This design comes from an exercise in tuning for small area, a short achievable clock period and few clock cycles per item on the open sky130 flow, not from production work.
Only simulation tests tie the RTL to the original design; equivalence was not proved.
Power is estimated from default activity; no workload was simulated.

`design.v`:
```
module twn_round_f (
    input  wire [23:0] x,
    input  wire [23:0] key,
    output wire [23:0] f
);
    wire [23:0] rot1 = {x[22:0], x[23]};
    wire [23:0] rot2 = {x[21:0], x[23:22]};
    wire [23:0] rot8 = {x[15:0], x[23:16]};
    assign f = (rot1 & rot8) ^ rot2 ^ key;
endmodule
module twn_diffuser #(
    parameter integer FIRST = 0,
    parameter integer COUNT = 8
) (
    input  wire        inv,
    input  wire [47:0] x,
    output wire [47:0] y
);
    wire [23:0] l [0:COUNT];
    wire [23:0] r [0:COUNT];
    assign l[0] = x[47:24];
    assign r[0] = x[23:0];
    genvar i;
    generate
        for (i = 0; i < COUNT; i = i + 1) begin : g_round
            localparam [23:0] KEY_FWD = 24'h9E3779 * (FIRST + i + 1);
            localparam [23:0] KEY_INV = 24'h9E3779 * (8 - FIRST - i);
            wire [23:0] f;
            twn_round_f u_f (.x(r[i]), .key(inv ? KEY_INV : KEY_FWD), .f(f));
            assign l[i+1] = r[i];
            assign r[i+1] = l[i] ^ f;
        end
    endgenerate
    assign y = {l[COUNT], r[COUNT]};
endmodule
module twn_bitpacker (
    input  wire        clk,
    input  wire        rst,
    input  wire        en,         
    input  wire [1:0]  op,         
    input  wire        rd_sel,     
    input  wire [7:0]  imm,
    input  wire [63:0] a,
    output reg  [3:0]  status,
    output wire [63:0] result      
);
    localparam [3:0] ST_OK        = 4'd0;
    localparam [3:0] ST_OVERFLOW  = 4'd1;
    localparam [3:0] ST_UNDERFLOW = 4'd2;
    localparam [3:0] ST_TOO_WIDE  = 4'd3;
    localparam [3:0] ST_RANGE     = 4'd4;
    localparam [1:0] OP_INIT   = 2'd0;
    localparam [1:0] OP_APPEND = 2'd1;
    localparam [1:0] OP_READ   = 2'd2;
    localparam [1:0] OP_STAT   = 2'd3;
    reg [143:0] buf_q;
    reg [7:0]   wp_q;
    reg [7:0]   avail_q;
    reg [7:0]   free_q;
    integer j, k;
    wire        width_bad = (imm == 8'd0) || (imm > 8'd64);
    reg  [63:0] lmask;
    always @(*)
        for (j = 0; j < 64; j = j + 1)
            lmask[j] = imm[6] || (j < imm[5:0]);
    wire        too_wide  = ((a & ~lmask) != 64'd0);
    wire [8:0]  free_rem  = {1'b0, free_q}  - {1'b0, imm};
    wire [8:0]  avail_rem = {1'b0, avail_q} - {1'b0, imm};
    wire        overflow  = free_rem[8];
    wire        underflow = avail_rem[8];
    always @(*) begin
        status = ST_OK;
        case (op)
            OP_INIT: begin
                if (imm > 8'd144) status = ST_RANGE;
            end
            OP_APPEND: begin
                if (width_bad)     status = ST_RANGE;
                else if (too_wide) status = ST_TOO_WIDE;
                else if (overflow) status = ST_OVERFLOW;
            end
            OP_READ: begin
                if (width_bad)      status = ST_RANGE;
                else if (underflow) status = ST_UNDERFLOW;
            end
            default: ;
        endcase
    end
    wire ok = en && (status == ST_OK);
    always @(posedge clk) begin
        if (rst) begin
            wp_q    <= 8'd0;
            avail_q <= 8'd0;
            free_q  <= 8'd0;
        end else if (ok) begin
            case (op)
                OP_INIT: begin
                    wp_q    <= 8'd0;
                    avail_q <= 8'd0;
                    free_q  <= imm;
                end
                OP_APPEND: begin
                    wp_q    <= wp_q + imm;
                    avail_q <= avail_q + imm;
                    free_q  <= free_rem[7:0];
                end
                OP_READ: avail_q <= avail_rem[7:0];
                default: ;
            endcase
        end
    end
    wire [7:0] amt = rd_sel ? avail_rem[7:0] : (8'd144 - imm);
    function automatic [143:0] rotr144(input [143:0] v, input integer s);
        rotr144 = (v >> s) | (v << (144 - s));
    endfunction
    reg [143:0] rot;
    always @(*) begin
        rot = buf_q;
        for (k = 0; k < 8; k = k + 1)
            if (amt[k])
                rot = rotr144(rot, (1 << k) % 144);
    end
    always @(posedge clk) begin
        if (ok && op == OP_APPEND && !rst)
            buf_q <= {rot[143:64], (rot[63:0] & ~lmask) | a};
    end
    wire [7:0] rp_now  = wp_q - avail_q;
    wire [7:0] cap_now = wp_q + free_q;
    assign result = (op == OP_READ)  ? (rot[63:0] & lmask) :
                    (op == OP_STAT)  ? {32'd0, avail_q, cap_now, rp_now, wp_q} :
                                       64'd0;
endmodule
module twn_core (
    input  wire        clk,
    input  wire        rst,           
    input  wire        cmd_valid,
    output wire        cmd_ready,
    input  wire [15:0] cmd_cw,
    input  wire [63:0] cmd_a,
    output reg         rsp_valid,
    output reg  [3:0]  rsp_status,
    output wire [63:0] rsp_result
);
    localparam [3:0] ST_OK      = 4'd0;
    localparam [3:0] ST_RANGE   = 4'd4;
    localparam [3:0] ST_ILLEGAL = 4'd8;
    localparam integer SPLIT = 5;     
    wire [3:0] opc  = cmd_cw[15:12];
    wire [3:0] len  = cmd_cw[11:8];
    wire [7:0] imm  = cmd_cw[7:0];
    wire fmt_z_ok = (len == 4'd0) && (imm == 8'd0);
    wire fmt_i_ok = (len == 4'd0);
    wire is_nop  = (opc == 4'h0) && fmt_z_ok;
    wire is_init = (opc == 4'h6) && fmt_i_ok;
    wire is_app  = (opc == 4'h7) && fmt_i_ok;
    wire is_read = (opc == 4'h8) && fmt_i_ok;
    wire is_stat = (opc == 4'h9) && fmt_z_ok;
    wire is_fwd  = (opc == 4'hA) && fmt_z_ok;
    wire is_inv  = (opc == 4'hB) && fmt_z_ok;
    wire is_bp   = is_init || is_app || is_read || is_stat;
    wire is_diff = is_fwd || is_inv;
    assign cmd_ready = 1'b1;
    wire accept = cmd_valid;
    wire [1:0]  bp_op = is_init ? 2'd0 : is_app ? 2'd1 : is_read ? 2'd2 : 2'd3;
    wire [3:0]  bp_status;
    wire [63:0] bp_result;
    twn_bitpacker u_bp (
        .clk    (clk),
        .rst    (rst),
        .en     (accept && is_bp),
        .op     (bp_op),
        .rd_sel (opc[3]),
        .imm    (imm),
        .a      (cmd_a),
        .status (bp_status),
        .result (bp_result)
    );
    wire        inv_a      = opc[0];
    wire        diff_range = (cmd_a[63:48] != 16'd0);
    wire [47:0] diff_in    = inv_a ? {cmd_a[23:0], cmd_a[47:24]} : cmd_a[47:0];
    wire [47:0] diff_mid;
    twn_diffuser #(.FIRST(0), .COUNT(SPLIT)) u_diff_a (
        .inv (inv_a),
        .x   (diff_in),
        .y   (diff_mid)
    );
    reg [3:0] status;
    always @(*) begin
        if (is_bp)
            status = bp_status;
        else if (is_diff)
            status = diff_range ? ST_RANGE : ST_OK;
        else if (is_nop)
            status = ST_OK;
        else
            status = ST_ILLEGAL;
    end
    reg [63:0] res_q;       
    reg        diff_q;      
    reg        bp_q;        
    reg        inv_q;
    always @(posedge clk) begin
        if (rst)
            rsp_valid <= 1'b0;
        else
            rsp_valid <= accept;
        rsp_status <= status;
        res_q      <= is_diff ? {16'd0, diff_mid} : bp_result;
        diff_q     <= is_diff && !diff_range;
        bp_q       <= is_bp && (bp_status == ST_OK);
        inv_q      <= inv_a;
    end
    wire [47:0] diff_out;
    twn_diffuser #(.FIRST(SPLIT), .COUNT(8 - SPLIT)) u_diff_b (
        .inv (inv_q),
        .x   (res_q[47:0]),
        .y   (diff_out)
    );
    wire [47:0] diff_res = inv_q ? {diff_out[23:0], diff_out[47:24]} : diff_out;
    assign rsp_result = diff_q ? {16'd0, diff_res} : bp_q ? res_q : 64'd0;
endmodule
```
`run.sh`:
```
#!/bin/bash
# synth_recipe.tcl (not shown) runs the flow's synth.tcl, then flattens the netlist and writes it again
# the make line also repeats each setting of config.mk as NAME=value (left out here)
make -C /OpenROAD-flow-scripts/flow DESIGN_CONFIG=/design/flow/config.mk WORK_HOME=/design/flow/orfs CLKGATE_MAP_FILE= SYNTH_SCRIPT=/design/flow/synth_recipe.tcl finish
```
`config.mk`:
```
export PLATFORM = sky130hd
export DESIGN_NAME = twn_core
export DESIGN_NICKNAME = twn_core
export VERILOG_FILES = /design/flow/design.v
export SDC_FILE = /design/flow/constraint.sdc
export NUM_CORES = 4
export LEC_CHECK = 0
export ABC_CLOCK_PERIOD_IN_PS = 4000
export CAP_MARGIN = 20
export CORE_MARGIN = 2
export CORE_UTILIZATION = 40
export SETUP_SLACK_MARGIN = 2.5
export SLEW_MARGIN = 20
```
`constraint.sdc`:
```
create_clock -name core_clock -period 8.0 [get_ports {clk}]
set_input_delay 1.6000 -clock core_clock [delete_from_list [all_inputs] [get_ports {clk}]]
set_output_delay 1.6000 -clock core_clock [all_outputs]
set_load 0.01 [all_outputs]
```
==> flow_summary.json, run 1 <==
{
  "dieArea_sq_um": 86100,
  "antenna_found_initial": 8,
  "synth.top_cell.area_share_pct": 24.6,
  "synthSimpleGateAreaFrac_pct": 9.66,
  "synth_compound_area_share_pct": 12.8,
  "synth_xor_area_share_pct": 13.2,
  "ys_seq_area_share_pct": 18.6,
  "die_x_um": 293,
  "placed_area_sq_um": 36300,
  "worstSetupPathType": "input port to flip-flop",
  "hold_viol": 0,
  "io_pins": 153,
  "area_growth_pct": 19.0,
  "die_height_um": 293,
  "finalWirelength_um": 150000,
  "grt_max_degree": 100,
  "r2r_slack_ns": 3.26,
  "peakVddDrop_v": 0.000247,
  "fin_nets": 3594,
  "worst-endpoint-required_ns": 8.31,
  "cts_buffers": 31,
  "track_usage_pct": 33.4,
  "fin_area_sq_um": 39900,
  "final_antenna_net_count": 0,
  "worst_r2r_startpoint": "u_bp.avail_q[0]$_SDFFE_PP0P_",
  "pwr_density_cell_nw_per_um2": 231,
  "ctsLongestPathBuffers": 3,
  "syn-num-nets": 3511,
  "drc": 0,
  "grt_pass1_wl_um": 209000,
  "clkTransAtPathRegs_ns": 0.06,
  "crit_path_max_fanout": 24,
  "layout_min_cycle_time_ns": 5.49,
  "arrival_ns": 5.80,
  "end_kind": "flip-flop",
  "cap_violations": 0,
  "layout-drive-gt1-share_pct": 23.6,
  "clk-insertion-delay-late_ns": 0.62,
  "setup_slack_ns": 2.51,
  "core-area_sq_um": 83300,
  "drt_iter0_drc": 3915,
  "grt_setup_unrepaired": "yes",
  "dpl_worst_slack_ns": 0.744,
  "synth_top_cell_by_area": "mux2i_1",
  "hold_buffers": 0,
  "synth_common_cells": "822 x mux2i_1, 263 x xnor2_1, 207 x nand2_1, 192 x mux4_2, 183 x a21oi_1",
  "ys.flop_type": "edfxtp_1",
  "syn_area_per_cell_sq_um": 9.94,
  "synthAdderAreaFrac_pct": 2.55,
  "leakagePower_uw": 0.0166,
  "ys_warn_count": 4,
  "routed-via-count": 30500,
  "whs_path_depth": 2,
  "overflow": 0,
  "clock.fmax_mhz": 182,
  "synth_top_family_by_area": "multiplexers",
  "synth_edf_count": 144,
  "finalSetupViolations": 0,
  "grt_pass1_vias": 28200,
  "dr.pass1.iters": 6,
  "cts.htree.levels": 1,
  "clock_sinks": 240,
  "synth.area.top_cells": "mux2i_1 25%, edfxtp_1 13%, mux4_2 13%",
  "setup-tns-final_ns": 0,
  "ys_seq_elements": 240,
  "row_count": 106,
  "cts_tree": "built",
  "avgViaCountPerCell": 6.67,
  "gp_congestion": 1.04,
  "synth_mux_area_share_pct": 38.6,
  "avgRoutedWirePerCell_um": 32.9,
  "max_slew_margin_pct": 26.0,
  "yosysMostFrequentCell": "mux2i_1",
  "synthArstFlopShare_pct": 0,
  "syn_area_sq_um": 33500,
  "maxSlewViolCount": 0,
  "hpwl_um": 117000,
  "netlist-cell-type-count": 106,
  "hold_start": "u_bp.free_q[0]$_SDFFE_PP0P_",
  "period_share_pct": 68.6,
  "skew_ns": 0.0205,
  "tightest_slew_ns": 1.10,
  "rr_worst_depth": 17,
  "status": "finished clean",
  "hold_end": "u_bp.free_q[0]$_SDFFE_PP0P_",
  "syn-instance-count": 3370,
  "worst_setup_path_start_kind": "input port",
  "start_util_pct": 40.2,
  "root_buffer": "clkbuf_16",
  "min_path_type": "flip-flop to flip-flop",
  "reg2reg_to": "res_q[27]$_DFF_P_",
  "port_buffers": 151
}
[through the flow]
step / hold WS (ns) / util, % / cells / total power (uW)
floorplan: 0.449 / - / 3370 / 5310
global placement: 0.468 / 43.6 / 4434 / 7060
detailed placement: 0.477 / 43.6 / 4434 / 7030
CTS: 0.485 / 46.5 / 4529 / 8820
global route: 0.517 / 47.9 / 4561 / 9480
finish: 0.480 / 47.9 / 4562 / 9230
[registers in the layout, summed over array words and instances (netlist names)]
signal	flops
diff_q	1
res_q	64
inv_q	1
rsp_valid	1
bp_q	1
u_bp.wp_q	8
u_bp.avail_q	8
rsp_status	4
u_bp.buf_q	144
u_bp.free_q	8
[final cells by class]
cell class	instances	area, sq um
multi-input cells	2798	27400
clock inverters	21	263
fillers	7730	43400
inverters	52	201
flip-flops and latches	240	6270
repair buffers	330	3510
diodes	5	12.5
well taps	1080	1350
clock buffers	36	815
[logic make-up after synthesis]
logic type,after synthesis
buf+inv,334
other cells,1
fa+ha+maj,66
flops,240
mux,1044
xor+xnor,412
compound gates,633
simple gates,640
[cell usage in the layout (no fill, tap or decap), types with 53 or more instances in the layout]
cell type,instances
buf_4,133
nor2_1,139
mux2i_1,675
mux2i_2,127
o21ai_0,89
mux4_2,192
a21o_1,69
a22o_1,58
xnor2_2,53
nand2_1,207
xor2_1,78
dfxtp_1,82
clkdlybuf4s50_1,123
a21oi_1,176
xnor2_1,218
edfxtp_1,144
[repair_timing]
item / in CTS / in global routing
setup endpoints to repair: 421 / 317
setup buffers: 31 / 26
gates cloned: 7 / 2
pin swaps: 11 / 12
gates resized for setup: 172 / 192
[worst max-delay path by stage]
stage / startpoint / to / slack (ns) / depth (start not counted)
finish: cmd_cw[2] / u_bp.buf_q[109]$_DFFE_PP_ / 2.51 / 16
global route: cmd_cw[2] / u_bp.buf_q[49]$_DFFE_PP_ / 2.47 / 18
CTS: cmd_cw[1] / u_bp.buf_q[49]$_DFFE_PP_ / 2.41 / 17
detailed placement: cmd_cw[0] / res_q[7]$_DFF_P_ / 0.74 / 16
global placement: cmd_cw[0] / res_q[7]$_DFF_P_ / 0.72 / 16
floorplan: cmd_cw[12] / u_bp.buf_q[0]$_DFFE_PP_ / 2.52 / 17
[critical path, cell delays in order]
cell and delay (ns):
clkdlybuf4s50_1 0.57, buf_8 0.26, nand2_1 0.32, o21ai_0 0.29, a21oi_1 0.23, a22oi_1 0.28
nand4_1 0.21, nor4_4 0.39, buf_4 0.19, o2111ai_1 0.18, a21oi_4 0.21, nor2_1 0.07
nor2_2 0.21, and3_4 0.38, buf_4 0.18, buf_16 0.18
[power by group]
part,internal (uW),switching [uW]
Clock,893,648
Combinational,2590,3730
Sequential,1360,5.54
[routing by layer]
| layer | routed length [um] | up-vias | global-route usage [%] |
|---|---|---|---|
| met5 | 12 | - | 0 |
| met4 | 10200 | 2 | 17.7 |
| met3 | 16000 | 452 | 6.40 |
| met2 | 65100 | 2081 | 50.8 |
| met1 | 59000 | 15000 | 45.0 |
| li1 | - | 12900 | - |
Testbench counts, summed over its fixed seeds: cycles 43,275, commands 43,267.
==> run 2, diff against run 1 <==
==> flow/run.sh (new file) <==
#!/bin/bash
# The standard layout, with the ports buffered by buf_2 cells instead of the
# buffer_ports default. Everything else is the standard flow's own flow (standard.sh).
set -euo pipefail
bash standard.sh "BUFFER_PORTS_ARGS=-buffer_cell sky130_fd_sc_hd__buf_2" finish > orfs_make.log 2>&1
==> standard.sh (new file) <==
#!/bin/bash
# synth_recipe.tcl (not shown) runs the flow's synth.tcl, then flattens the netlist and writes it again
# the make line also repeats each setting of config.mk as NAME=value (left out here)
make -C /OpenROAD-flow-scripts/flow DESIGN_CONFIG=/design/flow/config.mk WORK_HOME=/design/flow/orfs CLKGATE_MAP_FILE= SYNTH_SCRIPT=/design/flow/synth_recipe.tcl "${@:-finish}"
removed: run.sh
==> flow_summary.json, run 2 <==
{
  "area_growth_pct": 13.3,
  "fillers": 7854,
  "clk-insertion-delay-late_ns": 0.57,
  "worst_hold_slack_ns": 0.490,
  "worst_setup_path_start_kind": "input port",
  "period_share_pct": 70.3,
  "synth_top_cell_by_area": "mux2i_1",
  "dr.pass1.iters": 6,
  "leakagePower_uw": 0.0160,
  "avgViaCountPerCell": 6.71,
  "root_buffer": "clkbuf_16",
  "row_count": 106,
  "core-area_sq_um": 83300,
  "syn-num-nets": 3511,
  "setup-tns-final_ns": 0,
  "finalWirelength_um": 147000,
  "yosysMostFrequentCell": "mux2i_1",
  "layout_commonest_cell": "mux2i_1",
  "ys_seq_elements": 240,
  "synthArstFlopShare_pct": 0,
  "start_util_pct": 40.2,
  "syn-instance-count": 3370,
  "io_pins": 153,
  "clkTransAtPathRegs_ns": 0.06,
  "ys.flop_type": "edfxtp_1",
  "top_regs": "u_bp.buf_q x144, res_q x64",
  "grt_pass1_wl_um": 205000,
  "layout_min_cycle_time_ns": 5.62,
  "arrival_ns": 6.11,
  "synth_edf_count": 144,
  "synth_common_cells": "822 x mux2i_1, 263 x xnor2_1, 207 x nand2_1, 192 x mux4_2, 183 x a21oi_1",
  "pwr_density_cell_nw_per_um2": 236,
  "hpwl_um": 113000,
  "synth.area.top_cells": "mux2i_1 25%, edfxtp_1 13%, mux4_2 13%",
  "netlist-cell-type-count": 106,
  "ys_seq_area_share_pct": 18.6,
  "dpl_worst_slack_ns": 0.944,
  "r2r_slack_ns": 3.30,
  "grt_setup_unrepaired": "yes",
  "ys_warn_count": 4,
  "clock_sinks": 240,
  "min_path_type": "flip-flop to flip-flop",
  "syn_area_per_cell_sq_um": 9.94,
  "fin_nets": 3541,
  "worst-endpoint-required_ns": 8.48,
  "top_register": "u_bp.buf_q",
  "finalSetupViolations": 0,
  "antenna_found_initial": 7,
  "die_x_um": 293,
  "cts.htree.levels": 2,
  "hold_viol": 0,
  "finalPower_uw": 8960,
  "avgRoutedWirePerCell_um": 32.6,
  "crit_path_max_fanout": 23,
  "ctsLongestPathBuffers": 3,
  "drc": 0,
  "drt_iter0_drc": 4370,
  "worstSetupPathType": "input port to flip-flop",
  "status": "finished clean",
  "max_slew_margin_pct": 25.0,
  "tightest_slew_ns": 1.13,
  "skew_ns": 0.0266,
  "largest_reg_flops": 144,
  "clock.fmax_mhz": 178,
  "grt_pass1_vias": 27800,
  "final_antenna_net_count": 0,
  "grt_max_degree": 108,
  "setup_slack_ns": 2.38,
  "cap_violations": 0,
  "end_kind": "flip-flop",
  "cts_tree": "built",
  "overflow": 0,
  "gp_congestion": 1.07,
  "port_buffers": 151,
  "die_height_um": 293,
  "track_usage_pct": 32.8,
  "cts_buffers": 34,
  "layout_common_cells": "708 x mux2i_1, 253 x xnor2_1, 207 x nand2_1",
  "peakVddDrop_v": 0.000269,
  "routed-via-count": 30300,
  "maxSlewViolCount": 0,
  "layout-drive-gt1-share_pct": 23.7,
  "synth.top_cell.area_share_pct": 24.6,
  "fin_util_pct": 45.6,
  "syn_area_sq_um": 33500,
  "dieArea_sq_um": 86100
}
==> run 2: changes by cell type in the layout (fill, tap and decap cells not counted), sizes merged, moves of 3 or more <==
cell and delta:
clkdlybuf4s50 -123, bufbuf -3, clkinvlp +4, clkinv -3
clkbuf +9, dlymetal6s2s -22, buf +91
==> run 2: through the flow <==
stage,instances,instance area (sq um)
floorplan,3370,33500
global placement,4404,35300
detailed placement,4404,35300
CTS,4490,37200
global route,4511,38000
finish,4513,38000
==> run 2: worst paths after layout <==
kind | depth (start not counted) | from | endpoint
worst max-delay path | 15 | cmd_cw[2] | res_q[22]$_DFF_P_
worst min-delay path | 2 | u_bp.free_q[0]$_SDFFE_PP0P_ | u_bp.free_q[0]$_SDFFE_PP0P_
worst max register to register | 16 | u_bp.avail_q[0]$_SDFFE_PP0P_ | res_q[55]$_SDFF_PP0_
worst min register to register | 2 | u_bp.free_q[0]$_SDFFE_PP0P_ | u_bp.free_q[0]$_SDFFE_PP0P_
==> run 2: final cells by class <==
class	instances	area [sq um]	share of cell area (%)
Clock buffer	42	946	2.49
Multi-Input combinational cell	2800	26900	70.8
Antenna cell	7	17.5	0.0461
Tap cell	1080	1350	3.56
Inverter	52	200	0.527
Timing Repair Buffer	272	2120	5.60
Clock inverter	20	211	0.557
Sequential cell	240	6250	16.5
==> run 2: kinds of logic after synthesis <==
kind of cell / after synthesis / synth area share, %
AO/OA/AOI/OAI: 633 / 12.8
AND/OR/NAND/NOR: 640 / 9.66
adder cells (fa/ha/maj): 66 / 2.55
buffers and inverters: 334 / 4.51
multiplexers: 1044 / 38.6
flip-flops: 240 / 18.6
other: 1 / 0.0112
XOR/XNOR: 412 / 13.2
==> run 2: timing repair <==
item	4_1_cts	5_1_grt
endpoints found under the setup margin	311	235
hold buffers	0	0
gates resized for setup	80	128
gates cloned	7	3
pin swaps	4	5
buffers inserted	17	13
==> run 2: metal layers <==
| metal | up-vias | routed length (um) | global-route usage (%) |
|---|---|---|---|
| met5 | - | 0 | 0 |
| met1 | 14900 | 59400 | 45.2 |
| met4 | 0 | 10800 | 19.5 |
| met2 | 2085 | 61700 | 47.6 |
| met3 | 438 | 15500 | 6.33 |
| li1 | 12800 | - | - |
==> run 2: critical path: stages <==
cell and delay [ns]:
buf_2 0.11, buf_4 0.23, nor2_1 0.63, a21oi_1 0.30, nor3b_1 0.63, a21oi_4 0.06
buf_12 0.19, buf_12 0.14, buf_12 0.16, mux2i_1 0.25, mux2i_1 0.21, mux4_2 0.58
mux2i_1 0.55, a31oi_1 0.27, a21oi_1 0.17
==> run 2: where the power goes <==
part	total, uW	internal [uW]	leakage [uW]	switching [uW]
clock	1620	950	0.000559	668
combinational	5980	2440	0.0134	3540
sequential	1370	1360	0.00207	3.24
total	8960	4760	0.0160	4210
==> run 3, diff against run 2 <==
--- a/config.mk
+++ b/config.mk
@@ -10,4 +10,4 @@
 export CORE_MARGIN = 2
 export CORE_UTILIZATION = 40
-export SETUP_SLACK_MARGIN = 2.5
+export SETUP_SLACK_MARGIN = 2.8
 export SLEW_MARGIN = 20
==> flow_summary.json, run 3 <==
{
  "reg2reg_to": "u_bp.buf_q[4]$_DFFE_PP_",
  "drt_iter0_drc": 4579,
  "overflow": 0,
  "worst-endpoint-required_ns": 8.31,
  "clk-insertion-delay-late_ns": 0.59,
  "cpMostUsedCell": "mux2i_1",
  "clock_sinks": 240,
  "period_share_pct": 66.3,
  "crit_family": "multiplexers",
  "hpwl_um": 115000,
  "cp_num_cells": 15,
  "port_buffers": 151,
  "synth.top_cell.area_share_pct": 24.6,
  "r2r_slack_ns": 3.37,
  "max_slew_margin_pct": 29.3,
  "synth.area.top_cells": "mux2i_1 25%, edfxtp_1 13%, mux4_2 13%",
  "slowest_stage": "mux2i_1",
  "io_pins": 153,
  "fin_util_pct": 48.3,
  "hold_start": "u_bp.free_q[0]$_SDFFE_PP0P_",
  "synth_edf_count": 144,
  "finalSetupViolations": 0,
  "ys_seq_area_share_pct": 18.6,
  "finalWirelength_um": 151000,
  "layout_commonest_cell": "mux2i_1",
  "ctsLongestPathBuffers": 3,
  "cts_buffers": 34,
  "syn_area_per_cell_sq_um": 9.94,
  "top_register": "u_bp.buf_q",
  "rr_worst_depth": 14,
  "leakagePower_uw": 0.0166,
  "cp_slowest_stage_delay_ns": 0.56,
  "arrival_ns": 5.62,
  "fillers": 7651,
  "netlist-cell-type-count": 106,
  "worst_r2r_startpoint": "u_bp.avail_q[0]$_SDFFE_PP0P_",
  "dpl_worst_slack_ns": 1.11,
  "crit_path_max_fanout": 16,
  "synth_top_cell_by_area": "mux2i_1",
  "grt_max_degree": 71,
  "top_regs": "u_bp.buf_q x144, res_q x64",
  "cap_violations": 0,
  "layout_min_cycle_time_ns": 5.30,
  "largest_reg_flops": 144,
  "layout-drive-gt1-share_pct": 30.3,
  "clock.fmax_mhz": 189,
  "dr.pass1.iters": 6,
  "dieArea_sq_um": 86100,
  "peakVddDrop_v": 0.000204,
  "antenna_found_initial": 12,
  "area_growth_pct": 20.0,
  "fin_nets": 3631,
  "skew_ns": 0.0374,
  "die_x_um": 293,
  "maxSlewViolCount": 0,
  "grt_pass1_wl_um": 210000,
  "cts.htree.levels": 2,
  "hold_buffers": 0,
  "core-area_sq_um": 83300,
  "cts_tree": "built",
  "setup_slack_ns": 2.70,
  "syn_area_sq_um": 33500,
  "grt_setup_unrepaired": "no",
  "status": "finished clean",
  "drc": 0,
  "die_height_um": 293,
  "path_cells": "buf_6 -> clkinvlp_4 -> ha_4 -> nand2b_1 -> a21oi_2 -> a21oi_4 -> buf_6 -> buf_4 -> mux2i_1 -> mux2i_1 -> mux2i_1 -> mux2i_1 -> mux2i_1 -> mux2i_4 -> a31o_2",
  "whs_path_depth": 2,
  "start_util_pct": 40.2,
  "worst_hold_slack_ns": 0.478,
  "ys_warn_count": 4,
  "worstSetupPathType": "input port to flip-flop",
  "syn-num-nets": 3511,
  "avgRoutedWirePerCell_um": 32.9,
  "track_usage_pct": 33.6,
  "pwr_density_cell_nw_per_um2": 239,
  "hold_end": "u_bp.free_q[0]$_SDFFE_PP0P_",
  "layout_common_cells": "594 x mux2i_1, 234 x xnor2_1, 207 x nand2_1",
  "tightest_slew_ns": 1.06,
  "syn-instance-count": 3370,
  "ys.flop_type": "edfxtp_1",
  "crit_buf_inv": 4,
  "worst_setup_path_start_kind": "input port",
  "clkTransAtPathRegs_ns": 0.07,
  "setup-tns-final_ns": 0,
  "hold_viol": 0,
  "grt_pass1_vias": 28700,
  "ys_seq_elements": 240,
  "avgViaCountPerCell": 6.74,
  "synth_common_cells": "822 x mux2i_1, 263 x xnor2_1, 207 x nand2_1, 192 x mux4_2, 183 x a21oi_1",
  "gp_congestion": 1.12,
  "final_antenna_net_count": 0,
  "root_buffer": "clkbuf_16",
  "yosysMostFrequentCell": "mux2i_1",
  "routed-via-count": 31000,
  "synthArstFlopShare_pct": 0,
  "min_path_type": "flip-flop to flip-flop",
  "end_kind": "flip-flop",
  "row_count": 106
}
## run 3: stage by stage
stage                     instance area, sq um  cells  total power [uW]
final                                    40200   4604              9590
after global routing                     40200   4601              9860
after floorplan                          33600   3370              5310
after CTS                                38300   4546              9010
after global placement                   35500   4429              6910
after detailed placement                 35500   4429              6910
## run 3: final cells by class
class                      count  area (sq um)  share of cell area, %
inverter                      52           201                  0.501
timing repair buffer         360          2950                   7.35
sequential                   240          6250                   15.6
clock inverter                24           375                  0.934
multi-input combinational   2802         28100                   70.0
clock buffer                  38           908                   2.26
antenna                        8          20.0                 0.0498
tap                         1080          1350                   3.36
## run 3: routing by layer
layer | global-route usage [%] | vias to the layer above | routed length (um)
li1 | - | 13000 | -
met1 | 44.7 | 15300 | 58400
met2 | 49.0 | 2220 | 63300
met3 | 8.98 | 554 | 18600
met4 | 19.4 | 6 | 11200
met5 | 0 | - | 40
## run 3: logic make-up (layout without fill, tap and decap cells)
family,count (synthesis),count (layout),synth area share [%]
other,1,9,0.0112
muxes,1044,1050,38.6
AOI/OAI and AO/OA,633,633,12.8
adders and majority gates,66,66,2.55
and+or+nand+nor,640,640,9.66
DFF,240,240,18.6
buffers and inverters,334,474,4.51
xor gates and xnor gates,412,412,13.2
## run 3: how the worst max path moves through the flow
stage          startpoint                 endpoint
5_1_grt         cmd_cw[0]  u_bp.buf_q[4]$_DFFE_PP_
4_1_cts         cmd_cw[0]         res_q[7]$_DFF_P_
6_report        cmd_cw[0]  u_bp.buf_q[4]$_DFFE_PP_
3_3_place_gp    cmd_cw[1]         res_q[7]$_DFF_P_
3_5_place_dp    cmd_cw[1]         res_q[7]$_DFF_P_
2_1_floorplan  cmd_cw[12]  u_bp.buf_q[0]$_DFFE_PP_
## run 3: where the power goes
group	total, uW	switching, uW	internal [uW]
combinational	6440	3740	2700
clock	1790	694	1100
sequential	1370	3.49	1360
total	9590	4440	5160
## run 3: tightest hold or removal path: cells and delay by family, from the launching register on
kind	cells	cell delay (ns)
flops	1	0.32
simple gates	1	0.06
compound gates	1	0.05
## run 3: timing repair
action                                  CTS  global route
endpoints found under the setup margin  397           311
pin swaps                                12            15
resized for setup                       195           254
buffers inserted                         49            44
cloned                                    6             6
==> run 4, diff against run 3 <==
--- a/design.v
+++ b/design.v
@@ -60,8 +60,17 @@
     integer j, k;
     wire        width_bad = (imm == 8'd0) || (imm > 8'd64);
+    reg  [63:0] therm;
     reg  [63:0] lmask;
-    always @(*)
-        for (j = 0; j < 64; j = j + 1)
-            lmask[j] = imm[6] || (j < imm[5:0]);
+    integer b;
+    always @(*) begin
+        therm = 64'd0;
+        for (b = 0; b < 6; b = b + 1)
+            for (j = (1 << (b + 1)) - 1; j >= 0; j = j - 1)
+                if (j >= (1 << b))
+                    therm[j] = imm[b] & therm[j - (1 << b)];
+                else
+                    therm[j] = imm[b] | therm[j];
+        lmask = therm | {64{imm[6]}};
+    end
     wire        too_wide  = ((a & ~lmask) != 64'd0);
     wire [8:0]  free_rem  = {1'b0, free_q}  - {1'b0, imm};
@@ -110,5 +119,14 @@
         end
     end
-    wire [7:0] amt = rd_sel ? avail_rem[7:0] : (8'd144 - imm);
+    wire [7:0] base = rd_sel ? avail_q : 8'd144;
+    reg  [7:0] amt;
+    reg        borrow;
+    always @(*) begin
+        borrow = 1'b0;
+        for (k = 0; k < 8; k = k + 1) begin
+            amt[k] = base[k] ^ imm[k] ^ borrow;
+            borrow = (base[k] ~^ imm[k]) ? borrow : imm[k];
+        end
+    end
     function automatic [143:0] rotr144(input [143:0] v, input integer s);
         rotr144 = (v >> s) | (v << (144 - s));
==> run.sh (new file) <==
#!/bin/bash
# synth_recipe.tcl (not shown) runs the flow's synth.tcl, then flattens the netlist and writes it again
# the make line also repeats each setting of config.mk as NAME=value (left out here)
make -C /OpenROAD-flow-scripts/flow DESIGN_CONFIG=/design/flow/config.mk WORK_HOME=/design/flow/orfs CLKGATE_MAP_FILE= SYNTH_SCRIPT=/design/flow/synth_recipe.tcl finish
--- a/config.mk
+++ b/config.mk
@@ -10,4 +10,4 @@
 export CORE_MARGIN = 2
 export CORE_UTILIZATION = 40
-export SETUP_SLACK_MARGIN = 2.8
+export SETUP_SLACK_MARGIN = 2.5
 export SLEW_MARGIN = 20
removed: flow/run.sh
removed: standard.sh
==> flow_summary.json, run 4 <==
{
  "synth.area.top_cells": "mux2i_1 17%, edfxtp_1 12%, xnor2_1 8.0%",
  "cts_buffers": 31,
  "ys_warn_count": 4,
  "cap_violations": 0,
  "routed-via-count": 36100,
  "placed_area_sq_um": 38300,
  "ys_seq_area_share_pct": 17.6,
  "crit_path_max_fanout": 6,
  "worst-endpoint-required_ns": 8.34,
  "hold_viol": 0,
  "power.share.switching_pct": 47.9,
  "skew_ns": 0.0395,
  "synth_common_cells": "618 x mux2i_1, 408 x nand2_1, 324 x xnor2_1, 284 x nor2_1, 192 x a21oi_1",
  "gp_congestion": 1.05,
  "finalWirelength_um": 177000,
  "cts.htree.levels": 1,
  "finalSetupViolations": 0,
  "worstSetupPathType": "input port to flip-flop",
  "status": "finished clean",
  "dp.cells": 5190,
  "peakVddDrop_v": 0.000218,
  "syn-instance-count": 4078,
  "end_kind": "flip-flop",
  "hpwl_um": 133000,
  "netlist-cell-type-count": 114,
  "layout_min_cycle_time_ns": 5.58,
  "largest_reg_flops": 144,
  "setup_slack_ns": 2.42,
  "clock_sinks": 240,
  "pwr-share-seq_pct": 14.4,
  "grt_setup_unrepaired": "yes",
  "syn_area_per_cell_sq_um": 8.73,
  "antenna_found_initial": 10,
  "tightest_slew_ns": 1.20,
  "overflow": 0,
  "period_share_pct": 69.7,
  "clk-insertion-delay-late_ns": 0.65,
  "min_path_type": "flip-flop to flip-flop",
  "avgViaCountPerCell": 6.77,
  "fin_nets": 4275,
  "ys_seq_elements": 240,
  "setup-tns-final_ns": 0,
  "clkTransAtPathRegs_ns": 0.06,
  "synthArstFlopShare_pct": 0,
  "grt_max_degree": 80,
  "ctsLongestPathBuffers": 3,
  "maxSlewViolCount": 0,
  "drt_iter0_drc": 5606,
  "ys.flop_type": "edfxtp_1",
  "synth.top_cell.area_share_pct": 17.4,
  "dieArea_sq_um": 91400,
  "power_frac_clock_pct": 17.6,
  "io_pins": 153,
  "root_buffer": "clkbuf_16",
  "arrival_ns": 5.92,
  "combPwrFrac_pct": 68.1,
  "area_growth_pct": 17.6,
  "layout_commonest_cell": "mux2i_1",
  "fin_area_sq_um": 41800,
  "dr.pass1.iters": 10,
  "dpl_worst_slack_ns": 0.803,
  "final_cells": 5330,
  "track_usage_pct": 37.2,
  "top_regs": "u_bp.buf_q x144, res_q x64",
  "yosysMostFrequentCell": "mux2i_1",
  "row_count": 109,
  "switching_power_uw": 4550,
  "die_height_um": 302,
  "die_x_um": 302,
  "avgRoutedWirePerCell_um": 33.3,
  "start_util_pct": 40.3,
  "p_int_uw": 4950,
  "pwr_density_cell_nw_per_um2": 227,
  "layout-drive-gt1-share_pct": 19.5,
  "synth_top_cell_by_area": "mux2i_1",
  "leakagePower_uw": 0.0172,
  "port_buffers": 151,
  "clock.fmax_mhz": 179,
  "final_antenna_net_count": 0,
  "top_register": "u_bp.buf_q",
  "drc": 0,
  "max_slew_margin_pct": 19.3,
  "core-area_sq_um": 88200,
  "worst_setup_path_start_kind": "input port",
  "grt_pass1_vias": 32900,
  "syn_area_sq_um": 35600,
  "fillers": 8381,
  "syn-num-nets": 4217,
  "cts_tree": "built",
  "layout_common_cells": "529 x mux2i_1, 405 x nand2_1, 279 x nor2_1",
  "grt_pass1_wl_um": 245000,
  "synth_edf_count": 144
}
## run 4: cell count changes after synthesis, sizes merged, moves of 67 or more
cell,previous run,this run
and2,29,112
mux2,23,152
mux2i,829,621
mux4,192,103
nand2,208,410
nor2,146,285
o211ai,12,79
## run 4: cell families (layout without fill, tap and decap cells)
family	Yosys count	after routing	share of synthesized area (%)
simple gates	1114	1116	14.8
compound gates	904	904	17.4
mux	876	876	28.9
xor+xnor	468	469	13.5
buf+inv	412	491	5.58
flops	240	240	17.6
fa+ha+maj	63	63	2.30
other cells	1	6	0.0105
## run 4: power by group through the flow
stage / clock [uW] / combinational (uW) / sequential [uW]
CTS: 1680 / 6020 / 1360
global route: 1710 / 6620 / 1360
finish: 1670 / 6460 / 1360
floorplan: 0 / 4050 / 1390
global placement: 0 / 5810 / 1390
detailed placement: 0 / 5790 / 1390
## run 4: per-stage QoR
stage	utilization (%)	power (uW)	hold WS (ns)
floorplan	-	5430	0.480
global placement	43.4	7200	0.536
detailed placement	43.4	7180	0.536
CTS	46.3	9070	0.553
global route	47.4	9700	0.582
finish	47.4	9490	0.556
## run 4: final timing paths
path,from,to,slack (ns),cells after the start
setup reg to reg,u_bp.avail_q[0]$_SDFFE_PP0P_,u_bp.buf_q[118]$_DFFE_PP_,2.88,16
hold / removal,u_bp.free_q[3]$_SDFFE_PP0P_,u_bp.free_q[3]$_SDFFE_PP0P_,0.56,2
setup / recovery,cmd_cw[0],u_bp.buf_q[118]$_DFFE_PP_,2.42,15
hold reg to reg,u_bp.free_q[3]$_SDFFE_PP0P_,u_bp.free_q[3]$_SDFFE_PP0P_,0.56,2
## run 4: cell type report
cell class              count  area [sq um]  area share, %
clock buffers              39           900           2.15
inverters                  69           265          0.634
clock inverters            18           295          0.706
well taps                1165          1460           3.48
flip-flops and latches    240          6250           14.9
repair buffers            365          3800           9.08
multi-input cells        3429         28900           69.0
diodes                      5          12.5         0.0299
## run 4: timing repair
action / CTS / global route
endpoints found under the hold margin: 0 / 0
gates cloned: 8 / 4
resized for setup: 178 / 159
setup endpoints to repair: 399 / 277
pin swaps: 16 / 7
setup buffers: 43 / 23
hold buffers: 0 / 0
## run 4: critical path, cell delays in order
cell and delay (ns):
clkdlybuf4s15_1 0.34, ha_4 0.25, clkdlybuf4s18_2 0.29, a211oi_4 0.06, buf_4 0.19, a2111o_2 0.43, nand2_8 0.19, buf_12 0.16
buf_4 0.15, mux4_2 0.61, mux2_2 0.34, mux2_2 0.35, mux2i_1 0.20, mux2i_1 0.13, mux2i_1 0.60
## run 4: layer usage
layer	track usage [%]	vias to the layer above	wire, um	part of all wire, %
met4	19.0	14	11700	6.6
met2	53.0	2828	71700	40
li1	-	15100	-	-
met1	50.5	17500	68700	39
met5	0	-	198	0.11
met3	11.3	568	25000	14
Testbench counts of run 4, summed over its fixed seeds: cycles 43,275, commands 43,267.
==> run 5, diff against run 4 <==
--- a/design.v
+++ b/design.v
@@ -145,5 +145,5 @@
     wire [7:0] rp_now  = wp_q - avail_q;
     wire [7:0] cap_now = wp_q + free_q;
-    assign result = (op == OP_READ)  ? (rot[63:0] & lmask) :
+    assign result = (op == OP_READ)  ? rot[63:0] :
                     (op == OP_STAT)  ? {32'd0, avail_q, cap_now, rp_now, wp_q} :
                                        64'd0;
@@ -217,4 +217,6 @@
     reg        diff_q;      
     reg        bp_q;        
+    reg        rd_q;        
+    reg [6:0]  w_q;         
     reg        inv_q;
     always @(posedge clk) begin
@@ -227,4 +229,6 @@
         diff_q     <= is_diff && !diff_range;
         bp_q       <= is_bp && (bp_status == ST_OK);
+        rd_q       <= opc[3] && !opc[0];
+        w_q        <= imm[6:0];
         inv_q      <= inv_a;
     end
@@ -236,4 +240,16 @@
     );
     wire [47:0] diff_res = inv_q ? {diff_out[23:0], diff_out[47:24]} : diff_out;
-    assign rsp_result = diff_q ? {16'd0, diff_res} : bp_q ? res_q : 64'd0;
-endmodule
+    reg  [63:0] therm;
+    integer b, j;
+    always @(*) begin
+        therm = 64'd0;
+        for (b = 0; b < 6; b = b + 1)
+            for (j = (1 << (b + 1)) - 1; j >= 0; j = j - 1)
+                if (j >= (1 << b))
+                    therm[j] = w_q[b] & therm[j - (1 << b)];
+                else
+                    therm[j] = w_q[b] | therm[j];
+    end
+    wire [63:0] keep = therm | {64{w_q[6] | !rd_q}};
+    assign rsp_result = diff_q ? {16'd0, diff_res} : bp_q ? (res_q & keep) : 64'd0;
+endmodule
==> flow_summary.json, run 5 <==
{
  "status": "finished clean",
  "hold_viol": 0,
  "ys.flop_type": "edfxtp_1",
  "die_x_um": 301,
  "finalWirelength_um": 181000,
  "leakagePower_uw": 0.0165,
  "dr.pass1.iters": 6,
  "max_slew_margin_pct": 16.4,
  "ys_seq_elements": 248,
  "tightest_slew_ns": 1.25,
  "synth.top_cell.area_share_pct": 14.1,
  "grt_pass1_wl_um": 254000,
  "end_kind": "flip-flop",
  "pwr_density_cell_nw_per_um2": 224,
  "syn_area_sq_um": 35200,
  "ys_seq_area_share_pct": 18.2,
  "maxSlewViolCount": 0,
  "top_register": "u_bp.buf_q",
  "synthArstFlopShare_pct": 0,
  "avgViaCountPerCell": 6.75,
  "clk-insertion-delay-late_ns": 0.58,
  "worstSetupPathType": "input port to flip-flop",
  "die_height_um": 301,
  "yosysMostFrequentCell": "mux2i_1",
  "finalPower_uw": 9270,
  "fin_nets": 4510,
  "setup_slack_ns": 2.49,
  "io_pins": 153,
  "drt_iter0_drc": 6456,
  "synth_common_cells": "495 x mux2i_1, 437 x nand2_1, 335 x nor2_1, 324 x xnor2_1, 297 x a21oi_1",
  "path_cells": "clkdlybuf4s50_1 -> nor4_1 -> nand3_1 -> ha_1 -> buf_4 -> inv_1 -> buf_4 -> nand2_1 -> nor2_1 -> nand2_1 -> o221a_2 -> o21ai_0",
  "grt_pass1_vias": 34000,
  "skew_ns": 0.0479,
  "grt_setup_unrepaired": "yes",
  "worst_setup_path_start_kind": "input port",
  "syn-num-nets": 4513,
  "arrival_ns": 5.98,
  "crit_path_max_fanout": 24,
  "hold_buffers": 0,
  "layout_commonest_cell": "mux2i_1",
  "gp_congestion": 1.04,
  "clkTransAtPathRegs_ns": 0.06,
  "grt_max_degree": 102,
  "synth.area.top_cells": "mux2i_1 14%, edfxtp_1 12%, xnor2_1 8.1%",
  "top_regs": "u_bp.buf_q x144, res_q x64",
  "area_growth_pct": 17.2,
  "worst-endpoint-required_ns": 8.47,
  "final_antenna_net_count": 0,
  "antenna_found_initial": 6,
  "dpl_worst_slack_ns": 0.758,
  "period_share_pct": 68.9,
  "slowest_stage": "nor2_1",
  "largest_reg_flops": 144,
  "syn-instance-count": 4374,
  "hpwl_um": 137000,
  "synth_edf_count": 144,
  "netlist-cell-type-count": 93,
  "start_util_pct": 40.5,
  "routed-via-count": 37500,
  "layout_common_cells": "440 x mux2i_1, 437 x nand2_1, 325 x nor2_1",
  "cp_slowest_stage_delay_ns": 0.95,
  "min_path_type": "flip-flop to flip-flop",
  "cts.htree.levels": 2,
  "cap_violations": 0,
  "setup-tns-final_ns": 0,
  "cts_tree": "built",
  "r2r_slack_ns": 3.24,
  "track_usage_pct": 38.6,
  "cts_buffers": 35,
  "dieArea_sq_um": 90500,
  "finalSetupViolations": 0,
  "avgRoutedWirePerCell_um": 32.6,
  "port_buffers": 151,
  "ys_warn_count": 4,
  "ctsLongestPathBuffers": 3,
  "clock_sinks": 248,
  "syn_area_per_cell_sq_um": 8.06,
  "layout-drive-gt1-share_pct": 17.8,
  "overflow": 0,
  "layout_min_cycle_time_ns": 5.51,
  "core-area_sq_um": 87000,
  "clock.fmax_mhz": 181,
  "row_count": 108,
  "fillers": 8540,
  "root_buffer": "clkbuf_16",
  "synth_top_cell_by_area": "mux2i_1",
  "peakVddDrop_v": 0.000248,
  "drc": 0
}
[run 5: changes by cell type after synthesis, sizes merged, moves of 39 or more]
cell / previous run / this run
o21ai: 143 / 298
mux2i: 621 / 496
a21oi: 193 / 297
nand3: 56 / 135
and2: 112 / 38
mux4: 103 / 36
clkbuf: 117 / 181
nor2: 285 / 342
a211oi: 29 / 78
nand2b: 23 / 68
o22ai: 65 / 26
[run 5: timing repair]
item	4_1_cts	5_1_grt
gates cloned	13	0
pin swaps	27	12
gates resized for setup	245	167
buffers inserted	49	6
endpoints found under the setup margin	407	256
[run 5: critical path: cells and delay by family]
family	cells	cell delay, ns
buffers and inverters	4	1.05
AO/OA/AOI/OAI	2	0.35
adder cells (fa/ha/maj)	1	0.42
AND/OR/NAND/NOR	5	2.53
[run 5: routing by layer]
layer / track usage (%) / vias to the layer above / part of all wire [%]
met5: 0 / - / 0.018
met3: 9.47 / 501 / 13
met1: 54.2 / 18000 / 40
met2: 54.6 / 2921 / 40
li1: - / 16100 / -
met4: 19.6 / 4 / 6.2
[run 5: cell type report]
type	count	area (sq um)	area share (%)
Tap cell	1155	1450	3.50
Antenna cell	1	2.50	0.00606
Clock buffer	43	947	2.29
Timing Repair Buffer	325	3340	8.08
Multi-Input combinational cell	3708	28800	69.7
Sequential cell	248	6430	15.6
Inverter	53	206	0.500
Clock inverter	20	161	0.391
[run 5: worst paths after layout]
check,startpoint,to,depth (start not counted)
worst max register to register,u_bp.avail_q[0]$_SDFFE_PP0P_,u_bp.buf_q[104]$_DFFE_PP_,13
worst max-delay path,cmd_cw[9],res_q[11]$_DFF_P_,12
worst min-delay path,u_bp.free_q[6]$_SDFFE_PP0P_,u_bp.free_q[6]$_SDFFE_PP0P_,2
worst min register to register,u_bp.free_q[6]$_SDFFE_PP0P_,u_bp.free_q[6]$_SDFFE_PP0P_,2
[run 5: metrics by stage]
step	hold WS [ns]	util, %	std cells	area, sq um
3_3_place_gp	0.517	43.5	5421	37900
6_report	0.540	47.5	5553	41300
4_1_cts	0.531	46.8	5546	40700
2_1_floorplan	0.490	-	4374	35400
3_5_place_dp	0.521	43.5	5421	37900
5_1_grt	0.537	47.5	5552	41300
[run 5: kinds of logic after synthesis]
family | share of synthesized area [%]
other | 0.0106
AOI/OAI and AO/OA | 23.0
DFF | 18.2
muxes | 22.0
adders and majority gates | 2.31
buffers and inverters | 5.18
xor gates and xnor gates | 13.2
and+or+nand+nor | 16.2
[run 5: report_power, final]
part / internal, uW / switching, uW / total, uW / leakage, uW
logic: 2410 / 3880 / 6290 / 0.0138
registers: 1400 / 13.6 / 1410 / 0.00214
clock network: 886 / 679 / 1570 / 0.000557
total: 4700 / 4570 / 9270 / 0.0165
Testbench counts of run 5, summed over its fixed seeds: cycles 43,275, commands 43,267.
==> run 6, diff against run 5 <==
--- a/design.v
+++ b/design.v
@@ -43,5 +43,6 @@
     input  wire [63:0] a,
     output reg  [3:0]  status,
-    output wire [63:0] result      
+    output wire [63:0] rd_bits,    
+    output wire [31:0] stat_word   
 );
     localparam [3:0] ST_OK        = 4'd0;
@@ -145,7 +146,6 @@
     wire [7:0] rp_now  = wp_q - avail_q;
     wire [7:0] cap_now = wp_q + free_q;
-    assign result = (op == OP_READ)  ? rot[63:0] :
-                    (op == OP_STAT)  ? {32'd0, avail_q, cap_now, rp_now, wp_q} :
-                                       64'd0;
+    assign rd_bits   = rot[63:0];
+    assign stat_word = {avail_q, cap_now, rp_now, wp_q};
 endmodule
 module twn_core (
@@ -182,5 +182,6 @@
     wire [1:0]  bp_op = is_init ? 2'd0 : is_app ? 2'd1 : is_read ? 2'd2 : 2'd3;
     wire [3:0]  bp_status;
-    wire [63:0] bp_result;
+    wire [63:0] rd_bits;
+    wire [31:0] stat_word;
     twn_bitpacker u_bp (
         .clk    (clk),
@@ -192,5 +193,6 @@
         .a      (cmd_a),
         .status (bp_status),
-        .result (bp_result)
+        .rd_bits   (rd_bits),
+        .stat_word (stat_word)
     );
     wire        inv_a      = opc[0];
@@ -226,7 +228,8 @@
             rsp_valid <= accept;
         rsp_status <= status;
-        res_q      <= is_diff ? {16'd0, diff_mid} : bp_result;
+        res_q      <= opc[1] ? {16'd0, diff_mid} :
+                      opc[0] ? {32'd0, stat_word} : rd_bits;
         diff_q     <= is_diff && !diff_range;
-        bp_q       <= is_bp && (bp_status == ST_OK);
+        bp_q       <= (is_read || is_stat) && (bp_status == ST_OK);
         rd_q       <= opc[3] && !opc[0];
         w_q        <= imm[6:0];
==> flow/run.sh (new file) <==
#!/bin/bash
# The standard layout, with the ports buffered by buf_2 cells instead of the
# buffer_ports default. Everything else is the standard flow's own flow (standard.sh).
set -euo pipefail
bash standard.sh "BUFFER_PORTS_ARGS=-buffer_cell sky130_fd_sc_hd__buf_2" finish > orfs_make.log 2>&1
==> standard.sh (new file) <==
#!/bin/bash
# synth_recipe.tcl (not shown) runs the flow's synth.tcl, then flattens the netlist and writes it again
# the make line also repeats each setting of config.mk as NAME=value (left out here)
make -C /OpenROAD-flow-scripts/flow DESIGN_CONFIG=/design/flow/config.mk WORK_HOME=/design/flow/orfs CLKGATE_MAP_FILE= SYNTH_SCRIPT=/design/flow/synth_recipe.tcl "${@:-finish}"
--- a/config.mk
+++ b/config.mk
@@ -10,4 +10,4 @@
 export CORE_MARGIN = 2
 export CORE_UTILIZATION = 40
-export SETUP_SLACK_MARGIN = 2.5
+export SETUP_SLACK_MARGIN = 2.8
 export SLEW_MARGIN = 20
removed: run.sh
==> flow_summary.json, run 6 <==
{
  "crit_family": "multiplexers",
  "path_cells": "buf_2 -> buf_12 -> xor2_4 -> xor2_4 -> buf_12 -> buf_4 -> mux2i_1 -> mux2i_1 -> mux2i_1 -> mux2_2 -> o22ai_1 -> o21ai_1 -> nand3_1 -> a32oi_1",
  "power.share.switching_pct": 53.7,
  "drc": 0,
  "cp_slowest_stage_delay_ns": 0.57,
  "hold_buffers": 0,
  "start_util_pct": 40.3,
  "crit_start": "cmd_cw[1]",
  "synth_edf_count": 144,
  "cts.htree.levels": 2,
  "drt_iter0_drc": 5472,
  "cts_tree": "built",
  "top_register": "u_bp.buf_q",
  "io_pins": 153,
  "row_count": 108,
  "antenna_found_initial": 10,
  "die_x_um": 299,
  "combPwrFrac_pct": 77.4,
  "track_usage_pct": 37.5,
  "final_antenna_net_count": 0,
  "routed-via-count": 35400,
  "avgRoutedWirePerCell_um": 33.3,
  "dp.cells": 5193,
  "cts_buffers": 34,
  "cpMostUsedCell": "mux2i_1",
  "fillers": 8504,
  "avgViaCountPerCell": 6.65,
  "port_buffers": 151,
  "min_path_type": "flip-flop to flip-flop",
  "ys_warn_count": 4,
  "layout_min_cycle_time_ns": 5.30,
  "placed_area_sq_um": 37100,
  "grt_max_degree": 92,
  "layout_common_cells": "620 x mux2i_1, 365 x nor2_1, 266 x nand2_1",
  "switching_power_uw": 8570,
  "fin_nets": 4271,
  "syn-instance-count": 4110,
  "ys_seq_elements": 248,
  "cp_num_cells": 14,
  "pwr_density_cell_nw_per_um2": 399,
  "netlist-cell-type-count": 107,
  "max_slew_margin_pct": 16.5,
  "p_int_uw": 7400,
  "synth.area.top_cells": "mux2i_1 19%, edfxtp_1 12%, mux2_2 9.8%",
  "whs_path_depth": 2,
  "status": "finished clean",
  "finalSetupViolations": 0,
  "worst-endpoint-required_ns": 8.43,
  "largest_reg_flops": 144,
  "slowest_stage": "mux2i_1",
  "rr_worst_depth": 12,
  "grt_pass1_wl_um": 243000,
  "power_frac_clock_pct": 10.6,
  "yosysMostFrequentCell": "mux2i_1",
  "maxSlewViolCount": 0,
  "die_height_um": 299,
  "gp_congestion": 1.06,
  "clock.fmax_mhz": 189,
  "ys_seq_area_share_pct": 18.4,
  "ctsLongestPathBuffers": 3,
  "cap_violations": 0,
  "syn_area_per_cell_sq_um": 8.48,
  "peakVddDrop_v": 0.000443,
  "leakagePower_uw": 0.0167,
  "layout-drive-gt1-share_pct": 22.0,
  "core-area_sq_um": 86500,
  "layout_commonest_cell": "mux2i_1",
  "syn-num-nets": 4248,
  "fin_util_pct": 46.3,
  "pwr-share-seq_pct": 12.0,
  "root_buffer": "clkbuf_16",
  "crit_end": "res_q[22]$_DFF_P_",
  "arrival_ns": 5.74,
  "skew_ns": 0.0376,
  "grt_setup_unrepaired": "yes",
  "crit_path_max_fanout": 29,
  "tightest_slew_ns": 1.24,
  "finalWirelength_um": 177000,
  "end_kind": "flip-flop",
  "grt-busiest-layer": "met2",
  "r2r_slack_ns": 3.22,
  "clkTransAtPathRegs_ns": 0.07,
  "hold_viol": 0,
  "met2_usage_pct": 54.1,
  "clk-insertion-delay-late_ns": 0.59,
  "hpwl_um": 134000,
  "grt_pass1_vias": 32200,
  "synth.top_cell.area_share_pct": 18.8,
  "worst_setup_path_start_kind": "input port",
  "synth_common_cells": "655 x mux2i_1, 370 x nor2_1, 302 x mux2_2, 284 x xnor2_1, 275 x nand2_1",
  "syn_area_sq_um": 34800,
  "reg2reg_to": "res_q[22]$_DFF_P_",
  "synth_top_cell_by_area": "mux2i_1",
  "dieArea_sq_um": 89500,
  "dr.pass1.iters": 6,
  "synthArstFlopShare_pct": 0,
  "use_met3_pct": 8.97,
  "met1_usage_pct": 51.1,
  "area_growth_pct": 15.0,
  "clock_sinks": 248,
  "top_regs": "u_bp.buf_q x144, res_q x64",
  "worst_r2r_startpoint": "u_bp.avail_q[1]$_SDFFE_PP0P_",
  "crit_buf_inv": 4,
  "final_cells": 5316,
  "fin_area_sq_um": 40100,
  "ys.flop_type": "edfxtp_1",
  "overflow": 0,
  "period_share_pct": 66.3,
  "worstSetupPathType": "input port to flip-flop"
}
==> run 6: cell count changes after synthesis, sizes merged, moves of 40 or more <==
cell / change
mux2: +129
o21ai: -40
a211oi: -53
nand2: -163
xnor2: -40
a22oi: -40
a21o: -44
mux2i: +160
nand3: -65
==> run 6: how the worst min path moves through the flow <==
stage | slack [ns] | end | startpoint
3_5_place_dp | 0.54 | u_bp.free_q[0]$_SDFFE_PP0P_ | u_bp.free_q[0]$_SDFFE_PP0P_
6_report | 0.56 | u_bp.free_q[0]$_SDFFE_PP0P_ | u_bp.free_q[0]$_SDFFE_PP0P_
5_1_grt | 0.59 | u_bp.free_q[0]$_SDFFE_PP0P_ | u_bp.free_q[0]$_SDFFE_PP0P_
2_1_floorplan | 0.48 | u_bp.wp_q[0]$_SDFFE_PP0P_ | u_bp.wp_q[0]$_SDFFE_PP0P_
3_3_place_gp | 0.52 | u_bp.free_q[0]$_SDFFE_PP0P_ | u_bp.free_q[0]$_SDFFE_PP0P_
4_1_cts | 0.55 | u_bp.free_q[0]$_SDFFE_PP0P_ | u_bp.free_q[0]$_SDFFE_PP0P_
==> run 6: power by group through the flow <==
stage	Sequential, uW	Clock, uW	Combinational, uW
6_report	1920	1690	12400
5_1_grt	1900	1730	12900
4_1_cts	1890	1690	11500
3_5_place_dp	1910	0	11100
3_3_place_gp	1920	0	11200
2_1_floorplan	1690	0	7950
==> run 6: cell families after synthesis <==
group           after synthesis  share of synthesized area [%]
compound gates              981                           18.0
buf+inv                     396                           5.15
other cells                   1                         0.0108
xor+xnor                    425                           13.0
fa+ha+maj                    61                           2.28
flops                       248                           18.4
mux                         970                           29.3
simple gates               1028                           13.8
==> run 6: per-stage QoR <==
stage          hold slack, ns  TNS, ns  setup WS [ns]  total power [uW]
2_1_floorplan           0.478   -90.63         -0.629              9640
3_3_place_gp            0.521        0          0.935             13100
3_5_place_dp            0.536        0          0.887             13000
4_1_cts                 0.551        0           2.79             15100
5_1_grt                 0.591        0           2.73             16500
6_report                0.556        0           2.70             16000
==> run 6: area by class of cell <==
class / instances / area, sq um / share of cell area, %
Antenna cell: 2 / 5.00 / 0.0125
Timing Repair Buffer: 310 / 2530 / 6.32
Inverter: 69 / 262 / 0.652
Clock buffer: 44 / 972 / 2.43
Clock inverter: 18 / 226 / 0.565
Tap cell: 1155 / 1450 / 3.61
Sequential cell: 248 / 6420 / 16.0
Multi-Input combinational cell: 3470 / 28200 / 70.4
==> run 6: metal layers <==
layer	share of wire, %	wire length [um]
met1	39	69300
met2	41	72200
met3	13	23100
met4	7.0	12300
met5	0.050	89
==> run 6: timing repair <==
| action | CTS | global route |
|---|---|---|
| pin swaps | 16 | 14 |
| gates resized for setup | 115 | 118 |
| endpoints found under the setup margin | 409 | 273 |
| hold endpoints to repair | 0 | 0 |
| gates cloned | 6 | 3 |
| buffers inserted | 32 | 18 |
==> run 6: worst reg2reg max path: stages, from the launching register on <==
cell	delay, ns
dfxtp_1	0.78
nand2_1	0.42
xor2_4	0.28
buf_12	0.19
buf_4	0.23
mux2i_1	0.57
mux2i_1	0.20
mux2i_1	0.45
mux2_2	0.30
o22ai_1	0.09
o21ai_1	0.49
nand3_1	0.27
a32oi_1	0.38
Testbench counts of run 6, summed over its fixed seeds: cycles 43,275, commands 43,267.
==> run 7, diff against run 6 <==
--- a/design.v
+++ b/design.v
@@ -61,17 +61,8 @@
     integer j, k;
     wire        width_bad = (imm == 8'd0) || (imm > 8'd64);
-    reg  [63:0] therm;
     reg  [63:0] lmask;
-    integer b;
-    always @(*) begin
-        therm = 64'd0;
-        for (b = 0; b < 6; b = b + 1)
-            for (j = (1 << (b + 1)) - 1; j >= 0; j = j - 1)
-                if (j >= (1 << b))
-                    therm[j] = imm[b] & therm[j - (1 << b)];
-                else
-                    therm[j] = imm[b] | therm[j];
-        lmask = therm | {64{imm[6]}};
-    end
+    always @(*)
+        for (j = 0; j < 64; j = j + 1)
+            lmask[j] = imm[6] || (j < imm[5:0]);
     wire        too_wide  = ((a & ~lmask) != 64'd0);
     wire [8:0]  free_rem  = {1'b0, free_q}  - {1'b0, imm};
@@ -120,14 +111,5 @@
         end
     end
-    wire [7:0] base = rd_sel ? avail_q : 8'd144;
-    reg  [7:0] amt;
-    reg        borrow;
-    always @(*) begin
-        borrow = 1'b0;
-        for (k = 0; k < 8; k = k + 1) begin
-            amt[k] = base[k] ^ imm[k] ^ borrow;
-            borrow = (base[k] ~^ imm[k]) ? borrow : imm[k];
-        end
-    end
+    wire [7:0] amt = rd_sel ? avail_rem[7:0] : (8'd144 - imm);
     function automatic [143:0] rotr144(input [143:0] v, input integer s);
         rotr144 = (v >> s) | (v << (144 - s));
@@ -244,14 +226,8 @@
     wire [47:0] diff_res = inv_q ? {diff_out[23:0], diff_out[47:24]} : diff_out;
     reg  [63:0] therm;
-    integer b, j;
-    always @(*) begin
-        therm = 64'd0;
-        for (b = 0; b < 6; b = b + 1)
-            for (j = (1 << (b + 1)) - 1; j >= 0; j = j - 1)
-                if (j >= (1 << b))
-                    therm[j] = w_q[b] & therm[j - (1 << b)];
-                else
-                    therm[j] = w_q[b] | therm[j];
-    end
+    integer j;
+    always @(*)
+        for (j = 0; j < 64; j = j + 1)
+            therm[j] = (j < w_q[5:0]);
     wire [63:0] keep = therm | {64{w_q[6] | !rd_q}};
     assign rsp_result = diff_q ? {16'd0, diff_res} : bp_q ? (res_q & keep) : 64'd0;
--- a/config.mk
+++ b/config.mk
@@ -9,5 +9,6 @@
 export CAP_MARGIN = 20
 export CORE_MARGIN = 2
-export CORE_UTILIZATION = 40
+export CORE_UTILIZATION = 55
+export PLACE_DENSITY = 0.7
 export SETUP_SLACK_MARGIN = 2.8
 export SLEW_MARGIN = 20
==> flow_summary.json, run 7 <==
{
  "synth_top_family_by_area": "multiplexers",
  "gp_congestion": 1.06,
  "ys.flop_type": "edfxtp_1",
  "path_cells": "buf_4 -> ha_2 -> inv_1 -> fa_2 -> mux2_8 -> buf_12 -> buf_16 -> mux4_2 -> mux2i_2 -> mux2i_1 -> mux2i_2 -> mux2i_1 -> mux2i_1 -> mux2i_1 -> a21o_1",
  "row_count": 91,
  "clk-insertion-delay-late_ns": 0.62,
  "ctsLongestPathBuffers": 3,
  "die_height_um": 254,
  "avgRoutedWirePerCell_um": 35.8,
  "drt-met1-wl_um": 58600,
  "clock_sinks": 248,
  "synth_top_cell_by_area": "mux2i_1",
  "cts_tree": "built",
  "synth_edf_count": 144,
  "overflow": 0,
  "period_share_pct": 65.5,
  "min_path_type": "flip-flop to flip-flop",
  "clkTransAtPathRegs_ns": 0.07,
  "synth.area.top_cells": "mux2i_1 25%, edfxtp_1 13%, mux4_2 13%",
  "layout_common_cells": "631 x mux2i_1, 233 x xnor2_1, 196 x nand2_1",
  "finalPower_uw": 16500,
  "cpMostUsedCell": "mux2i_1",
  "largest_reg_flops": 144,
  "top_register": "u_bp.buf_q",
  "hold_viol": 0,
  "max_slew_margin_pct": 14.3,
  "end_kind": "flip-flop",
  "cts_buffers": 30,
  "maxSlewViolCount": 0,
  "placed_area_sq_um": 35900,
  "setup-tns-final_ns": 0,
  "switching_power_uw": 8930,
  "final_antenna_net_count": 0,
  "port_buffers": 151,
  "power.share.switching_pct": 54.2,
  "ys_seq_area_share_pct": 18.7,
  "dr.pass1.iters": 8,
  "setup_slack_ns": 2.76,
  "synthArstFlopShare_pct": 0,
  "pwr-share-seq_pct": 11.5,
  "power_frac_clock_pct": 8.8,
  "drt_iter0_drc": 5243,
  "routed-via-count": 32500,
  "slowest_stage": "fa_2",
  "syn_area_per_cell_sq_um": 9.73,
  "grt_pass1_wl_um": 220000,
  "start_util_pct": 55.6,
  "worstSetupPathType": "input port to flip-flop",
  "ys_warn_count": 4,
  "finalSetupViolations": 0,
  "synth_mux_area_share_pct": 38.3,
  "met2WireLength_um": 65800,
  "synth_xor_area_share_pct": 12.6,
  "cap_violations": 0,
  "hold_buffers": 0,
  "met3_length_um": 21500,
  "cp_slowest_stage_delay_ns": 0.58,
  "syn-instance-count": 3524,
  "cts.htree.levels": 1,
  "leakagePower_uw": 0.0164,
  "ys_seq_elements": 248,
  "antenna_found_initial": 9,
  "crit_path_max_fanout": 13,
  "arrival_ns": 5.61,
  "p_int_uw": 7540,
  "layout_commonest_cell": "mux2i_1",
  "worst-endpoint-required_ns": 8.37,
  "worst_setup_path_start_kind": "input port",
  "synthAdderAreaFrac_pct": 2.42,
  "fin_area_sq_um": 39800,
  "skew_ns": 0.0278,
  "syn-num-nets": 3664,
  "whs_path_depth": 2,
  "tightest_slew_ns": 1.27,
  "yosysMostFrequentCell": "mux2i_1",
  "drc": 0,
  "layout_min_cycle_time_ns": 5.24,
  "dieArea_sq_um": 64400,
  "die_x_um": 254,
  "clock.fmax_mhz": 191,
  "synth_common_cells": "845 x mux2i_1, 274 x xnor2_1, 197 x nand2_1, 195 x a21oi_1, 191 x mux4_2",
  "root_buffer": "clkbuf_16",
  "top_regs": "u_bp.buf_q x144, res_q x64",
  "pwr_density_cell_nw_per_um2": 414,
  "status": "finished clean",
  "fin_nets": 3724,
  "finalWirelength_um": 159000,
  "hpwl_um": 121000,
  "combPwrFrac_pct": 79.7,
  "peakVddDrop_v": 0.000522,
  "synth.top_cell.area_share_pct": 24.7,
  "rr_worst_depth": 16,
  "grt_pass1_vias": 29800,
  "io_pins": 153,
  "grt_max_degree": 95,
  "synthSimpleGateAreaFrac_pct": 10.9,
  "syn_area_sq_um": 34300,
  "core-area_sq_um": 61700,
  "synth_compound_area_share_pct": 12.7,
  "grt_setup_unrepaired": "yes",
  "avgViaCountPerCell": 7.30,
  "track_usage_pct": 48.0,
  "netlist-cell-type-count": 100,
  "layout-drive-gt1-share_pct": 27.7,
  "area_growth_pct": 16.0,
  "routed.top_layer": "met5",
  "dpl_worst_slack_ns": 1.35
}
## run 7: logic make-up after synthesis
| logic type | Yosys count |
|---|---|
| xor gates and xnor gates | 409 |
| DFF | 248 |
| other | 1 |
| and+or+nand+nor | 739 |
| muxes | 1067 |
| adders and majority gates | 64 |
| AOI/OAI and AO/OA | 650 |
| buffers and inverters | 346 |
## run 7: per-stage QoR
| stage | cells | utilization [%] | hold WS [ns] |
|---|---|---|---|
| 4_1_cts | 4411 | 62.2 | 0.525 |
| 3_5_place_dp | 4311 | 58.1 | 0.517 |
| 5_1_grt | 4446 | 64.5 | 0.550 |
| 2_1_floorplan | 3524 | - | 0.487 |
| 6_report | 4450 | 64.5 | 0.524 |
| 3_3_place_gp | 4311 | 58.1 | 0.518 |
## run 7: what timing repair did
item	in CTS	in global routing
cloned	11	3
endpoints found under the setup margin	412	262
pin swaps	5	8
gates resized for setup	179	227
setup buffers	33	31
## run 7: critical path, delay by kind of cell
kind	cells	cell delay [ns]
AOI/OAI and AO/OA	1	0.23
buffers and inverters	4	0.52
muxes	8	2.45
adders and majority gates	2	0.77
## run 7: final timing paths
path                           startpoint                     endpoint  slack (ns)
max                             cmd_cw[0]     u_bp.buf_q[57]$_DFFE_PP_        2.76
min           u_bp.free_q[4]$_SDFFE_PP0P_  u_bp.free_q[4]$_SDFFE_PP0P_        0.52
max reg2reg  u_bp.avail_q[0]$_SDFFE_PP0P_             res_q[6]$_DFF_P_        3.39
min reg2reg   u_bp.free_q[4]$_SDFFE_PP0P_  u_bp.free_q[4]$_SDFFE_PP0P_        0.52
## run 7: area by class of cell
| cell class | count | area [sq um] |
|---|---|---|
| Multi-Input combinational cell | 2932 | 28300 |
| Fill cell | 5101 | 21900 |
| Sequential cell | 248 | 6420 |
| Timing Repair Buffer | 311 | 2700 |
| Tap cell | 837 | 1050 |
| Clock buffer | 35 | 811 |
| Inverter | 59 | 246 |
| Clock inverter | 21 | 206 |
| Antenna cell | 5 | 12.5 |
| Timing Repair inverter | 2 | 10.0 |
## run 7: metal layers
metal | vias to the layer above | global-route usage, %
met3 | 649 | 14.8
met5 | - | 0
li1 | 13400 | -
met2 | 2726 | 68.9
met4 | 10 | 31.2
met1 | 15700 | 62.3
## run 7: power groups by stage
stage | sequential [uW] | clock [uW] | combinational, uW
after floorplan | 1700 | 0 | 7920
after global placement | 1890 | 0 | 11200
after detailed placement | 1890 | 0 | 11200
after CTS | 1860 | 1430 | 11800
after global routing | 1890 | 1480 | 13600
final | 1900 | 1450 | 13100
Testbench counts of run 7, summed over its fixed seeds: cycles 43,275, commands 43,267.

Re-timed with assumed drivers on the ports (clkbuf_16 on the clock, buf_2 on other inputs), run 7 has 2.751 ns of setup slack against 2.760 ns with ideal ports, and 2.127 ns once port delays also move by the mid clock arrival of 0.665 ns.
